Context: an optimization exercise on an open-source flow, tuned for small area and a short achievable clock period. The choices shown serve that exercise and are no tape-out recipe.
Function was checked by simulation only, so behaviour that the tests miss may differ from the original.
Power figures rest on the tool's default switching activity, not on a simulated workload.

==> nickel: inputs <==
==> flow/design.v <==
module pipe_core (
    input             clk,
    input             rst,           
    input      [1:0]  policy,        
    output     [31:0] imem_addr,
    input      [55:0] imem_rdata,
    output            dmem_re,
    output            dmem_we,
    output            dmem_wide,     
    output     [31:0] dmem_addr,
    output     [31:0] dmem_wdata,
    input      [31:0] dmem_rdata,
    input      [4:0]  dbg_reg_sel,
    output     [31:0] dbg_reg_val,
    output            halted,
    output            done,
    output     [31:0] cycle_count,
    output     [31:0] hit_count,
    output     [31:0] miss_count
);
    localparam [3:0] C_ADDI = 4'd1, C_SUB = 4'd2, C_LDW = 4'd3, C_LDB = 4'd4,
                     C_STW = 4'd5, C_STB = 4'd6, C_BZ = 4'd7, C_BGE = 4'd8,
                     C_BNE = 4'd9, C_HALT = 4'd10;
    reg [31:0] pc_q;
    reg [9:0]  ghr_q;
    reg        halted_q;
    reg [31:0] cycle_q, hit_q, miss_q;
    reg        pw_v;
    reg [9:0]  pw_idx;
    reg [1:0]  pw_d;
    reg        f_v;
    reg [3:0]  f_c;
    reg        f_wr;                     
    reg [4:0]  f_rd, f_rs1, f_rs2;
    reg [31:0] f_imm;                    
    reg        f_pt;
    reg [9:0]  f_pidx;
    reg        f_pst0;                   
    reg        d_v;
    reg [3:0]  d_c;
    reg        d_wr;
    reg [4:0]  d_rd;
    reg [31:0] d_imm;
    reg        d_pt;
    reg [9:0]  d_pidx;
    reg        d_pst0;
    reg [31:0] d_v1, d_v2;
    reg        d_r1, d_r2;
    reg        q_eqm1, q_eqm2;           
    reg        q_eqe1, q_eqe2;           
    reg        q_mfok;                   
    reg        q_efok;                   
    reg        e_v;
    reg [3:0]  e_c;
    reg        e_wr;
    reg [4:0]  e_rd;
    reg [31:0] e_alu, e_sd;
    reg        m_wr, m_halt, m_nz;
    reg [4:0]  m_rd;
    reg [31:0] m_val;
    wire [1023:0] rf_flat;
    wire [2047:0] pht_flat;
    function [31:0] rf_read;
        input [1023:0] f;
        input [4:0]    a;
        integer i;
        begin
            rf_read = 32'd0;
            for (i = 1; i < 32; i = i + 1)
                rf_read = rf_read | (f[32*i +: 32] & {32{a == i}});
        end
    endfunction
    wire done_w = halted_q && !(f_v && f_c != 4'd0) && !(d_v && d_c != 4'd0)
                  && !(e_v && e_c != 4'd0) && !m_nz;
    wire n_halted = halted_q | m_halt;
    wire fm1 = !d_r1 && q_mfok && q_eqm1;
    wire fm2 = !d_r2 && q_mfok && q_eqm2;
    wire fe1 = !d_r1 && !fm1 && q_efok && q_eqe1;
    wire fe2 = !d_r2 && !fm2 && q_efok && q_eqe2;
    wire [31:0] v1 = fm1 ? m_val : fe1 ? e_alu : d_v1;
    wire [31:0] v2 = fm2 ? m_val : fe2 ? e_alu : d_v2;
    wire r1 = d_r1 | fm1 | fe1;
    wire r2 = d_r2 | fm2 | fe2;
    wire go   = !d_v || (r1 && r2);          
    wire x_ld = (d_c == C_LDW) || (d_c == C_LDB);
    wire xw   = d_v && d_wr;
    wire is_sub = (d_c == C_SUB);
    wire [31:0] alu = is_sub ? (v1 - v2) : (v1 + d_imm);
    wire br  = d_v && (d_c == C_BZ || d_c == C_BGE || d_c == C_BNE);
    reg  taken;
    always @* begin
        case (d_c)
            C_BZ:    taken = (v1 == 32'd0);
            C_BGE:   taken = ($signed(v1) >= $signed(v2));
            default: taken = (v1 != v2);
        endcase
    end
    wire resolve = go && br;
    wire pht_we = resolve && policy[1];
    wire [1:0] d_pst = {d_pt, d_pst0};
    wire [1:0] pht_wd = taken ? ((d_pst == 2'd3) ? 2'd3 : d_pst + 2'd1)
                              : ((d_pst == 2'd0) ? 2'd0 : d_pst - 2'd1);
    wire mis = resolve && (taken != d_pt);
    wire e_ld = (e_c == C_LDW) || (e_c == C_LDB);
    assign dmem_re    = e_v && e_ld;
    assign dmem_we    = e_v && (e_c == C_STW || e_c == C_STB);
    assign dmem_wide  = (e_c == C_LDW) || (e_c == C_STW);
    assign dmem_addr  = e_alu;
    assign dmem_wdata = e_sd;
    wire [31:0] mem_val = !e_ld ? e_alu : (e_c == C_LDW) ? dmem_rdata : {24'd0, dmem_rdata[7:0]};
    wire [31:0] rf1 = (m_wr && m_rd == f_rs1) ? m_val : rf_read(rf_flat, f_rs1);
    wire [31:0] rf2 = (m_wr && m_rd == f_rs2) ? m_val : rf_read(rf_flat, f_rs2);
    wire mw = e_v && e_wr;
    wire f1_x = f_rs1 == d_rd, f1_e = f_rs1 == e_rd;
    wire f2_x = f_rs2 == d_rd, f2_e = f_rs2 == e_rd;
    wire nr1 = f_rs1 == 5'd0 || !((xw && f1_x) || (mw && f1_e));
    wire nr2 = f_rs2 == 5'd0 || !((xw && f2_x) || (mw && f2_e));
    wire [7:0]  i_op  = imem_rdata[7:0];
    wire [31:0] i_imm = imem_rdata[55:24];
    wire [3:0]  i_c   = (i_op[7:4] != 4'd0 || i_op[3:0] > 4'd10) ? 4'd11 : i_op[3:0];
    wire i_br = (i_op == 8'd7) || (i_op == 8'd8) || (i_op == 8'd9);
    wire i_rw = (i_op == 8'd1) || (i_op == 8'd2) || (i_op == 8'd3) || (i_op == 8'd4);
    wire [9:0] p_idx = (policy == 2'd3) ? ghr_q : pc_q[12:3];
    wire [1:0] p_st  = (pht_we && d_pidx == p_idx) ? pht_wd :
                       (pw_v && pw_idx == p_idx)   ? pw_d   : pht_flat[2*p_idx +: 2];
    wire p_t = (policy == 2'd1) || (policy[1] && p_st[1]);
    wire f_free = !f_v || go;
    wire fetch = !n_halted && !mis && f_free;
    wire [31:0] pc8 = pc_q + 32'd8;
    always @(posedge clk) begin
        if (rst) begin
            pc_q     <= 32'd0;
            ghr_q    <= 10'd0;
            halted_q <= 1'b0;
            cycle_q  <= 32'd0;
            hit_q    <= 32'd0;
            miss_q   <= 32'd0;
            f_v      <= 1'b0;
            d_v      <= 1'b0;
            e_v      <= 1'b0;
            e_wr     <= 1'b0;
            q_mfok   <= 1'b0;
            q_efok   <= 1'b0;
            m_wr     <= 1'b0;
            m_halt   <= 1'b0;
            m_nz     <= 1'b0;
            pw_v     <= 1'b0;
        end else begin
            pw_v     <= pht_we;
            halted_q <= n_halted;
            if (!done_w)
                cycle_q <= cycle_q + 32'd1;
            if (resolve && !mis)
                hit_q <= hit_q + 32'd1;
            if (mis)
                miss_q <= miss_q + 32'd1;
            m_wr   <= mw;
            m_halt <= e_v && e_c == C_HALT;
            m_nz   <= e_v && e_c != 4'd0;
            e_v <= go && d_v;
            if (go)
                e_wr <= xw;
            q_mfok <= mw && !(go && xw && d_rd == e_rd);
            if (go) begin
                d_v    <= f_v && !mis;
                q_efok <= xw && !x_ld;
            end
            if (fetch) begin
                f_v <= 1'b1;
                pc_q <= (i_br && p_t) ? i_imm : pc8;
                if (i_br && policy == 2'd3)
                    ghr_q <= {ghr_q[8:0], p_st[1]};
            end else if (mis) begin
                f_v <= 1'b0;
                pc_q <= d_imm;
                if (policy == 2'd3)
                    ghr_q <= {d_pidx[8:0], taken};
            end else if (go) begin
                f_v <= 1'b0;
            end
        end
    end
    always @(posedge clk) begin
        m_rd  <= e_rd;
        m_val <= mem_val;
        pw_idx <= d_pidx;
        pw_d   <= pht_wd;
        if (go) begin
            e_c   <= d_c;
            e_rd  <= d_rd;
            e_alu <= alu;
            e_sd  <= v2;
        end
        if (go) begin
            d_c    <= f_c;
            d_wr   <= f_wr;
            d_rd   <= f_rd;
            d_imm  <= f_imm;
            d_pt   <= f_pt;
            d_pidx <= f_pidx;
            d_pst0 <= f_pst0;
            d_v1   <= rf1;
            d_v2   <= rf2;
            d_r1   <= nr1;
            d_r2   <= nr2;
            q_eqm1 <= f1_e;
            q_eqm2 <= f2_e;
            q_eqe1 <= f1_x;
            q_eqe2 <= f2_x;
        end else begin
            d_v1   <= v1;
            d_v2   <= v2;
            d_r1   <= r1;
            d_r2   <= r2;
            q_eqm1 <= q_eqe1;
            q_eqm2 <= q_eqe2;
        end
        if (f_free) begin
            f_c    <= i_c;
            f_wr   <= i_rw && imem_rdata[12:8] != 5'd0;
            f_rd   <= imem_rdata[12:8];
            f_rs1  <= imem_rdata[17:13];
            f_rs2  <= imem_rdata[22:18];
            f_imm  <= (i_br && p_t) ? pc8 : i_imm;
            f_pt   <= p_t;
            f_pidx <= p_idx;
            f_pst0 <= p_st[0];
        end
    end
    wire [31:0] rf_wd  = rst ? 32'd0 : m_val;
    wire [31:0] pa, pb;                  
    wire [63:0] pht_wrow;                
    assign rf_flat[31:0] = 32'd0;
    genvar g;
    generate
        for (g = 1; g < 32; g = g + 1) begin : gen_rf
            reg [31:0] r;
            always @(posedge clk)
                if (rst || (m_wr && m_rd == g))
                    r <= rf_wd;
            assign rf_flat[32*g +: 32] = r;
        end
        for (g = 0; g < 32; g = g + 1) begin : gen_pre
            assign pa[g] = rst || (pw_v && pw_idx[4:0] == g);
            assign pb[g] = rst || (pw_idx[9:5] == g);
            assign pht_wrow[2*g +: 2] = pw_d & {2{!rst && pw_idx[9:5] == g}};
        end
        for (g = 0; g < 1024; g = g + 1) begin : gen_pht
            reg [1:0] c;
            always @(posedge clk)
                if (pa[g % 32] && pb[g / 32])
                    c <= pht_wrow[2*(g / 32) +: 2];
            assign pht_flat[2*g +: 2] = c;
        end
    endgenerate
    assign imem_addr   = pc_q;
    reg [31:0] dbg_v;
    integer dk;
    always @* begin
        dbg_v = 32'd0;
        for (dk = 0; dk < 8; dk = dk + 1)
            dbg_v = dbg_v | (rf_flat[32*(4*dk + dbg_reg_sel[1:0]) +: 32] & {32{dbg_reg_sel[4:2] == dk}});
    end
    assign dbg_reg_val = dbg_v;
    assign halted      = halted_q;
    assign done        = done_w;
    assign cycle_count = cycle_q;
    assign hit_count   = hit_q;
    assign miss_count  = miss_q;
endmodule
==> flow/flow/run.sh <==
#!/bin/bash
# Layout flow: the standard ORFS layout (standard.sh: unchanged synthesis and
# steps; the standard flow's SDC unchanged), with
#  - the repair_timing setup margin raised, so the optimiser keeps working on
#    paths well inside the 15 ns clock;
#  - one extra step between global and detailed routing (flow/eco.tcl): the gates
#    that drive the dbg_reg_val output buffers are sized up and those buffers made
#    plain buffers (the dbg_reg_sel -> dbg_reg_val path is the critical one), then
#    placement is legalised and global routing updated incrementally.
# Each tool's full output goes to a log here: make_grt.log, eco.log, make_finish.log
# (ORFS's own step logs stay under orfs/logs).
set -euo pipefail
bash standard.sh SETUP_SLACK_MARGIN=8 grt > make_grt.log 2>&1
openroad -no_init -exit flow/eco.tcl > eco.log 2>&1
bash standard.sh SETUP_SLACK_MARGIN=8 finish > make_finish.log 2>&1
==> flow/flow/eco.tcl <==
# ECO on the global-routed layout, between ORFS's grt and route steps.
set R orfs/results/sky130hd/pipe_core/base
set P $::env(FLOW_HOME)/platforms/sky130hd
read_liberty $P/lib/sky130_fd_sc_hd__tt_025C_1v80.lib
read_db $R/5_1_grt.odb
read_sdc $R/5_1_grt.sdc
source $P/setRC.tcl
set_global_routing_layer_adjustment met1-met5 0.2
set_routing_layers -clock met3-met5
set_routing_layers -signal met1-met5
set_propagated_clock [all_clocks]
estimate_parasitics -global_routing
set ws0 [worst_slack -max]
puts "ECO: worst setup slack before $ws0"

# the next larger drive of a cell (x1 -> x4, else x2), or ""
proc bigger {m} {
  if {![regexp {^(sky130_fd_sc_hd__\w+?)_(\d+)$} $m -> base drv]} { return "" }
  foreach d {4 2} {
    if {$d > $drv && [[ord::get_db] findMaster "${base}_$d"] ne "NULL"} { return "${base}_$d" }
  }
  return ""
}

global_route -start_incremental
set block [ord::get_db_block]
foreach port [get_ports {dbg_reg_val[*]}] {
  set net [$block findNet [get_full_name $port]]
  set buf ""
  foreach it [$net getITerms] { if {[$it isOutputSignal]} { set buf [$it getInst] } }
  if {$buf eq ""} continue
  set in ""
  foreach it [$buf getITerms] { if {[$it isInputSignal]} { set in [$it getNet] } }
  set drv ""
  if {$in ne ""} { foreach it [$in getITerms] { if {[$it isOutputSignal]} { set drv [$it getInst] } } }
  if {$drv ne "" && ![string match "*df*" [[$drv getMaster] getName]]} {
    set n [bigger [[$drv getMaster] getName]]
    if {$n ne ""} { puts "ECO: [$drv getName] [[$drv getMaster] getName] -> $n"; replace_cell [$drv getName] $n }
  }
  set m [[$buf getMaster] getName]
  if {![regexp {__buf_(4|6|8|12|16)$} $m]} { puts "ECO: [$buf getName] $m -> buf_4"; replace_cell [$buf getName] sky130_fd_sc_hd__buf_4 }
}
detailed_placement
global_route -end_incremental
estimate_parasitics -global_routing
set ws1 [worst_slack -max]
puts "ECO: worst setup slack after $ws1"
check_placement
if {$ws1 > $ws0} {
  write_db $R/5_1_grt.odb
  puts "ECO: written"
} else {
  puts "ECO: no gain, layout left as it was"
}
==> flow/standard.sh <==
#!/bin/bash
# synth_recipe.tcl (not shown) runs the flow's synth.tcl, then flattens the netlist and writes it again
# the make line also repeats each setting of config.mk as NAME=value (left out here)
make -C /OpenROAD-flow-scripts/flow DESIGN_CONFIG=/design/flow/config.mk WORK_HOME=/design/flow/orfs CLKGATE_MAP_FILE= SYNTH_SCRIPT=/design/flow/synth_recipe.tcl "${@:-finish}"
==> flow/config.mk <==
export PLATFORM = sky130hd
export DESIGN_NAME = pipe_core
export DESIGN_NICKNAME = pipe_core
export VERILOG_FILES = /design/flow/design.v
export SDC_FILE = /design/flow/constraint.sdc
export NUM_CORES = 8
export LEC_CHECK = 0
export CAP_MARGIN = 20
export CORE_MARGIN = 2
export CORE_UTILIZATION = 50
export CTS_CLUSTER_DIAMETER = 60
export CTS_CLUSTER_SIZE = 20
export PLACE_DENSITY = 0.62
export SLEW_MARGIN = 20
==> flow/constraint.sdc <==
create_clock -name core_clock -period 15.0 [get_ports {clk}]
set_input_delay 3.0000 -clock core_clock [delete_from_list [all_inputs] [get_ports {clk}]]
set_output_delay 3.0000 -clock core_clock [all_outputs]
set_load 0.01 [all_outputs]
==> juniper (differences from nickel) <==
==> flow/design.v, changed modules only <==
module pipe_core (
    input             clk,
    input             rst,           
    input      [1:0]  policy,        
    output     [31:0] imem_addr,
    input      [55:0] imem_rdata,
    output            dmem_re,
    output            dmem_we,
    output            dmem_wide,     
    output     [31:0] dmem_addr,
    output     [31:0] dmem_wdata,
    input      [31:0] dmem_rdata,
    input      [4:0]  dbg_reg_sel,
    output     [31:0] dbg_reg_val,
    output            halted,
    output            done,
    output     [31:0] cycle_count,
    output     [31:0] hit_count,
    output     [31:0] miss_count
);
    localparam [3:0] C_ADDI = 4'd1, C_SUB = 4'd2, C_LDW = 4'd3, C_LDB = 4'd4,
                     C_STW = 4'd5, C_STB = 4'd6, C_BZ = 4'd7, C_BGE = 4'd8,
                     C_BNE = 4'd9, C_HALT = 4'd10;
    reg [31:0] pc_q;
    reg [9:0]  ghr_q;
    reg        halted_q;
    reg [31:0] cycle_q, hit_q, miss_q;
    reg [1:0]  pol_q;                    
    reg        f_v;
    reg [3:0]  f_c;
    reg        f_wr;                     
    reg [4:0]  f_rd, f_rs1, f_rs2;
    reg [31:0] f_imm;                    
    reg        f_pt;
    reg [9:0]  f_pidx;
    reg [1:0]  f_pst;
    reg        d_v;
    reg [3:0]  d_c;
    reg        d_wr;
    reg [4:0]  d_rd, d_rs1, d_rs2;
    reg [31:0] d_imm;
    reg        d_pt;
    reg [9:0]  d_pidx;
    reg [1:0]  d_pst;
    reg [31:0] d_v1, d_v2;
    reg        d_r1, d_r2;
    reg        q_eqm1, q_eqm2;           
    reg        q_eqe1, q_eqe2;           
    reg        q_mfok;                   
    reg        q_efok;                   
    reg        e_v;
    reg [3:0]  e_c;
    reg        e_wr;
    reg [4:0]  e_rd;
    reg [31:0] e_alu, e_sd;
    reg        m_wr, m_halt, m_nz;
    reg [4:0]  m_rd;
    reg [31:0] m_val;
    wire [1023:0] rf_flat;
    wire [2047:0] pht_flat;
    wire done_w = halted_q && !(f_v && f_c != 4'd0) && !(d_v && d_c != 4'd0)
                  && !(e_v && e_c != 4'd0) && !m_nz;
    wire n_halted = halted_q | m_halt;
    wire fm1 = !d_r1 && q_mfok && q_eqm1;
    wire fm2 = !d_r2 && q_mfok && q_eqm2;
    wire fe1 = !d_r1 && !fm1 && q_efok && q_eqe1;
    wire fe2 = !d_r2 && !fm2 && q_efok && q_eqe2;
    wire [31:0] v1 = fm1 ? m_val : fe1 ? e_alu : d_v1;
    wire [31:0] v2 = fm2 ? m_val : fe2 ? e_alu : d_v2;
    wire r1 = d_r1 | fm1 | fe1;
    wire r2 = d_r2 | fm2 | fe2;
    wire go   = !d_v || (r1 && r2);          
    wire x_ld = (d_c == C_LDW) || (d_c == C_LDB);
    wire xw   = d_v && d_wr;
    wire is_sub = (d_c == C_SUB);
    wire [31:0] alu = is_sub ? (v1 - v2) : (v1 + d_imm);
    wire br  = d_v && (d_c == C_BZ || d_c == C_BGE || d_c == C_BNE);
    reg  taken;
    always @* begin
        case (d_c)
            C_BZ:    taken = (v1 == 32'd0);
            C_BGE:   taken = ($signed(v1) >= $signed(v2));
            default: taken = (v1 != v2);
        endcase
    end
    wire resolve = go && br;
    wire pht_we = resolve && pol_q[1];
    wire [1:0] pht_wd = taken ? ((d_pst == 2'd3) ? 2'd3 : d_pst + 2'd1)
                              : ((d_pst == 2'd0) ? 2'd0 : d_pst - 2'd1);
    wire mis = resolve && (taken != d_pt);
    wire e_ld = (e_c == C_LDW) || (e_c == C_LDB);
    assign dmem_re    = e_v && e_ld;
    assign dmem_we    = e_v && (e_c == C_STW || e_c == C_STB);
    assign dmem_wide  = (e_c == C_LDW) || (e_c == C_STW);
    assign dmem_addr  = e_alu;
    assign dmem_wdata = e_sd;
    wire [31:0] mem_val = !e_ld ? e_alu : (e_c == C_LDW) ? dmem_rdata : {24'd0, dmem_rdata[7:0]};
    wire [31:0] rf1 = (m_wr && m_rd == f_rs1) ? m_val : rf_flat[32*f_rs1 +: 32];
    wire [31:0] rf2 = (m_wr && m_rd == f_rs2) ? m_val : rf_flat[32*f_rs2 +: 32];
    wire mw = e_v && e_wr;
    wire f1_x = f_rs1 == d_rd, f1_e = f_rs1 == e_rd;
    wire f2_x = f_rs2 == d_rd, f2_e = f_rs2 == e_rd;
    wire d1_e = d_rs1 == e_rd, d2_e = d_rs2 == e_rd;
    wire nr1 = f_rs1 == 5'd0 || !((xw && f1_x) || (mw && f1_e));
    wire nr2 = f_rs2 == 5'd0 || !((xw && f2_x) || (mw && f2_e));
    wire [7:0]  i_op  = imem_rdata[7:0];
    wire [31:0] i_imm = imem_rdata[55:24];
    wire [3:0]  i_c   = (i_op[7:4] != 4'd0 || i_op[3:0] > 4'd10) ? 4'd11 : i_op[3:0];
    wire i_br = (i_op == 8'd7) || (i_op == 8'd8) || (i_op == 8'd9);
    wire i_rw = (i_op == 8'd1) || (i_op == 8'd2) || (i_op == 8'd3) || (i_op == 8'd4);
    wire [9:0] p_idx = (pol_q == 2'd3) ? ghr_q : pc_q[12:3];
    wire [1:0] p_st  = (pht_we && d_pidx == p_idx) ? pht_wd : pht_flat[2*p_idx +: 2];
    wire p_t = (policy == 2'd1) || (policy[1] && p_st[1]);
    wire f_free = !f_v || go;
    wire fetch = !n_halted && !mis && f_free;
    wire [31:0] pc8 = pc_q + 32'd8;
    always @(posedge clk) begin
        pol_q <= policy;
        if (rst) begin
            pc_q     <= 32'd0;
            ghr_q    <= 10'd0;
            halted_q <= 1'b0;
            cycle_q  <= 32'd0;
            hit_q    <= 32'd0;
            miss_q   <= 32'd0;
            f_v      <= 1'b0;
            d_v      <= 1'b0;
            e_v      <= 1'b0;
            e_wr     <= 1'b0;
            q_mfok   <= 1'b0;
            q_efok   <= 1'b0;
            m_wr     <= 1'b0;
            m_halt   <= 1'b0;
            m_nz     <= 1'b0;
        end else begin
            halted_q <= n_halted;
            if (!done_w)
                cycle_q <= cycle_q + 32'd1;
            if (resolve && !mis)
                hit_q <= hit_q + 32'd1;
            if (mis)
                miss_q <= miss_q + 32'd1;
            m_wr   <= mw;
            m_halt <= e_v && e_c == C_HALT;
            m_nz   <= e_v && e_c != 4'd0;
            e_v <= go && d_v;
            if (go)
                e_wr <= xw;
            q_mfok <= mw && !(go && xw && d_rd == e_rd);
            if (go) begin
                d_v    <= f_v && !mis;
                q_efok <= xw && !x_ld;
            end
            if (fetch) begin
                f_v <= 1'b1;
                pc_q <= (i_br && p_t) ? i_imm : pc8;
                if (i_br && policy == 2'd3)
                    ghr_q <= {ghr_q[8:0], p_st[1]};
            end else if (mis) begin
                f_v <= 1'b0;
                pc_q <= d_imm;
                if (pol_q == 2'd3)
                    ghr_q <= {d_pidx[8:0], taken};
            end else if (go) begin
                f_v <= 1'b0;
            end
        end
    end
    always @(posedge clk) begin
        m_rd  <= e_rd;
        m_val <= mem_val;
        if (go) begin
            e_c   <= d_c;
            e_rd  <= d_rd;
            e_alu <= alu;
            e_sd  <= v2;
        end
        if (go) begin
            d_c    <= f_c;
            d_wr   <= f_wr;
            d_rd   <= f_rd;
            d_rs1  <= f_rs1;
            d_rs2  <= f_rs2;
            d_imm  <= f_imm;
            d_pt   <= f_pt;
            d_pidx <= f_pidx;
            d_pst  <= f_pst;
            d_v1   <= rf1;
            d_v2   <= rf2;
            d_r1   <= nr1;
            d_r2   <= nr2;
            q_eqm1 <= f1_e;
            q_eqm2 <= f2_e;
            q_eqe1 <= f1_x;
            q_eqe2 <= f2_x;
        end else begin
            d_v1   <= v1;
            d_v2   <= v2;
            d_r1   <= r1;
            d_r2   <= r2;
            q_eqm1 <= d1_e;
            q_eqm2 <= d2_e;
            q_eqe1 <= d1_e;
            q_eqe2 <= d2_e;
        end
        if (f_free) begin
            f_c    <= i_c;
            f_wr   <= i_rw && imem_rdata[12:8] != 5'd0;
            f_rd   <= imem_rdata[12:8];
            f_rs1  <= imem_rdata[17:13];
            f_rs2  <= imem_rdata[22:18];
            f_imm  <= (i_br && p_t) ? pc8 : i_imm;
            f_pt   <= p_t;
            f_pidx <= p_idx;
            f_pst  <= p_st;
        end
    end
    wire [31:0] rf_wd  = rst ? 32'd0 : m_val;
    wire [31:0] pa, pb;                  
    wire [63:0] pht_wrow;                
    assign rf_flat[31:0] = 32'd0;
    genvar g;
    generate
        for (g = 1; g < 32; g = g + 1) begin : gen_rf
            reg [31:0] r;
            always @(posedge clk)
                if (rst || (m_wr && m_rd == g))
                    r <= rf_wd;
            assign rf_flat[32*g +: 32] = r;
        end
        for (g = 0; g < 32; g = g + 1) begin : gen_pre
            assign pa[g] = rst || (pht_we && d_pidx[4:0] == g);
            assign pb[g] = rst || (d_pidx[9:5] == g);
            assign pht_wrow[2*g +: 2] = pht_wd & {2{!rst && d_pidx[9:5] == g}};
        end
        for (g = 0; g < 1024; g = g + 1) begin : gen_pht
            reg [1:0] c;
            always @(posedge clk)
                if (pa[g % 32] && pb[g / 32])
                    c <= pht_wrow[2*(g / 32) +: 2];
            assign pht_flat[2*g +: 2] = c;
        end
    endgenerate
    assign imem_addr   = pc_q;
    assign dbg_reg_val = rf_flat[32*dbg_reg_sel +: 32];
    assign halted      = halted_q;
    assign done        = done_w;
    assign cycle_count = cycle_q;
    assign hit_count   = hit_q;
    assign miss_count  = miss_q;
endmodule
==> flow/run.sh (new file) <==
#!/bin/bash
# synth_recipe.tcl (not shown) runs the flow's synth.tcl, then flattens the netlist and writes it again
# the make line also repeats each setting of config.mk as NAME=value (left out here)
make -C /OpenROAD-flow-scripts/flow DESIGN_CONFIG=/design/flow/config.mk WORK_HOME=/design/flow/orfs CLKGATE_MAP_FILE= SYNTH_SCRIPT=/design/flow/synth_recipe.tcl finish
Settings changed: CORE_UTILIZATION 50 to 55, CTS_CLUSTER_DIAMETER 60 to not set, CTS_CLUSTER_SIZE 20 to not set, PLACE_DENSITY 0.62 to 0.65, SETUP_SLACK_MARGIN set to 5.
removed: flow/flow/run.sh
removed: flow/flow/eco.tcl
removed: flow/standard.sh
==> sierra (differences from nickel) <==
--- a/flow/flow/run.sh
+++ b/flow/flow/run.sh
@@ -5,2 +5,4 @@
 #    paths well inside the 15 ns clock;
+#  - clock tree synthesis without dummy loads, leaf buffers clkbuf_8 (same sink
+#    clustering as config.mk);
 #  - one extra step between global and detailed routing (flow/eco.tcl): the gates
@@ -12,4 +14,5 @@
 set -euo pipefail
-bash standard.sh SETUP_SLACK_MARGIN=8 grt > make_grt.log 2>&1
+CTS="CTS_ARGS=-sink_clustering_enable -repair_clock_nets -sink_clustering_size 16 -sink_clustering_max_diameter 50 -dont_use_dummy_load -sink_clustering_buffer sky130_fd_sc_hd__clkbuf_8"
+bash standard.sh SETUP_SLACK_MARGIN=8 "$CTS" grt > make_grt.log 2>&1
 openroad -no_init -exit flow/eco.tcl > eco.log 2>&1
-bash standard.sh SETUP_SLACK_MARGIN=8 finish > make_finish.log 2>&1
+bash standard.sh SETUP_SLACK_MARGIN=8 "$CTS" finish > make_finish.log 2>&1
Settings changed: CTS_CLUSTER_DIAMETER 60 to 50, CTS_CLUSTER_SIZE 20 to 16.
==> results by group <==
Synth
  • Multiplexer area fraction after synthesis: 5.58%
  • Sequential fraction of the synthesis area: 64.7%

Finish
  • Sequential share of cell area: 55.1%

Drt
  • DR vias/cell: 7.46

Pwr
  • Total power: 24900 uW
  • Max VDD drop: 0.109 mV
  • Sequential power: 12700 uW

Floorplanning
  • Chip width: 567 um
  • Die Y-Extent: 567 um

Critical path
  • Slowest-stage cell, CP: mux4_2

CTS
  • Post-CTS Setup Inserts: 93

Status
  • Outcome: finished clean
-- figures above: nickel

==> results by group <==
STA
  • Max Freq: 126 MHz
  • Tmin final: 7.95 ns
  • Setup TNS Final: 0 ns

Synth
  • Sequential fraction of the synthesis area: 64.7%
  • Yosys reg bits: 3499
  • Multiplexer area fraction after synthesis: 5.58%
  • Most common cell in the netlist: edfxtp_1
  • Share of the synthesized area in the top cell type: 61.3%
  • Synth cell count leaders: 3233 x edfxtp_1, 1613 x nor2_1, 1419 x nand2_1

Pwr
  • Total power: 22700 uW
  • Sequential power: 12700 uW
  • Max VDD drop: 0.124 mV

Status
  • Outcome: finished clean

Finish
  • Sequential share of cell area: 56.2%

Floorplanning
  • Chip width: 567 um

CTS
  • Post-CTS Setup Inserts: 117

Drt
  • DR vias/cell: 7.50
-- figures above: sierra

==> results by group <==
Placed design
  • Worst slack at placement: 4.61 ns

Critical path
  • Slowest-stage cell, CP: buf_6

Status
  • Outcome: finished clean

Pwr
  • Total power: 25700 uW
  • Sequential power: 12500 uW
  • Max VDD drop: 0.119 mV

Synth
  • Multiplexer area fraction after synthesis: 14.0%
  • Sequential fraction of the synthesis area: 62.6%

Finish
  • Sequential share of cell area: 55.7%

Drt
  • Highest metal used: met5
  • DR vias/cell: 6.96

CTS
  • Post-CTS Setup Inserts: 0
  • CTS Buffer Depth: 4

Floorplanning
  • Die Y-Extent: 550 um
  • Chip width: 550 um
-- figures above: juniper

[port drivers added, routing unchanged]
Ports are ideal in the flow. The routed layouts listed here were re-timed in OpenROAD.
Step 1: set_driving_cell puts a clkbuf_16 on clk and a buf_2 on each other input, an assumption about the parent block.
Step 2 times the ports against the registers' clock, not the clock port: input delays grow and output delays shrink by t, the midpoint of the rising clock arrivals with the driver on.
a / b / c = ideal / step 1 / step 2; a / b = the first two.
run | t (ns) | setup slack, ns | hold slack, ns | worst setup path after step 2 | pins driven straight from the clock port
nickel | 1.069 | 7.100 / 6.704 / 6.704 | 0.414 / 0.414 / 0.414 | input to output | 1
juniper | 1.057 | 5.352 / 5.286 / 5.286 | 0.412 / 0.412 / 0.412 | input to output | 1
sierra | 1.038 | 7.055 / 6.697 / 6.697 | 0.402 / 0.402 / 0.402 | input to output | 1
After both steps setup and hold are still met in every run listed. For nickel, which loses most, drivers alone change the setup slack by -0.396 ns; drivers and shift together by -0.396 ns.
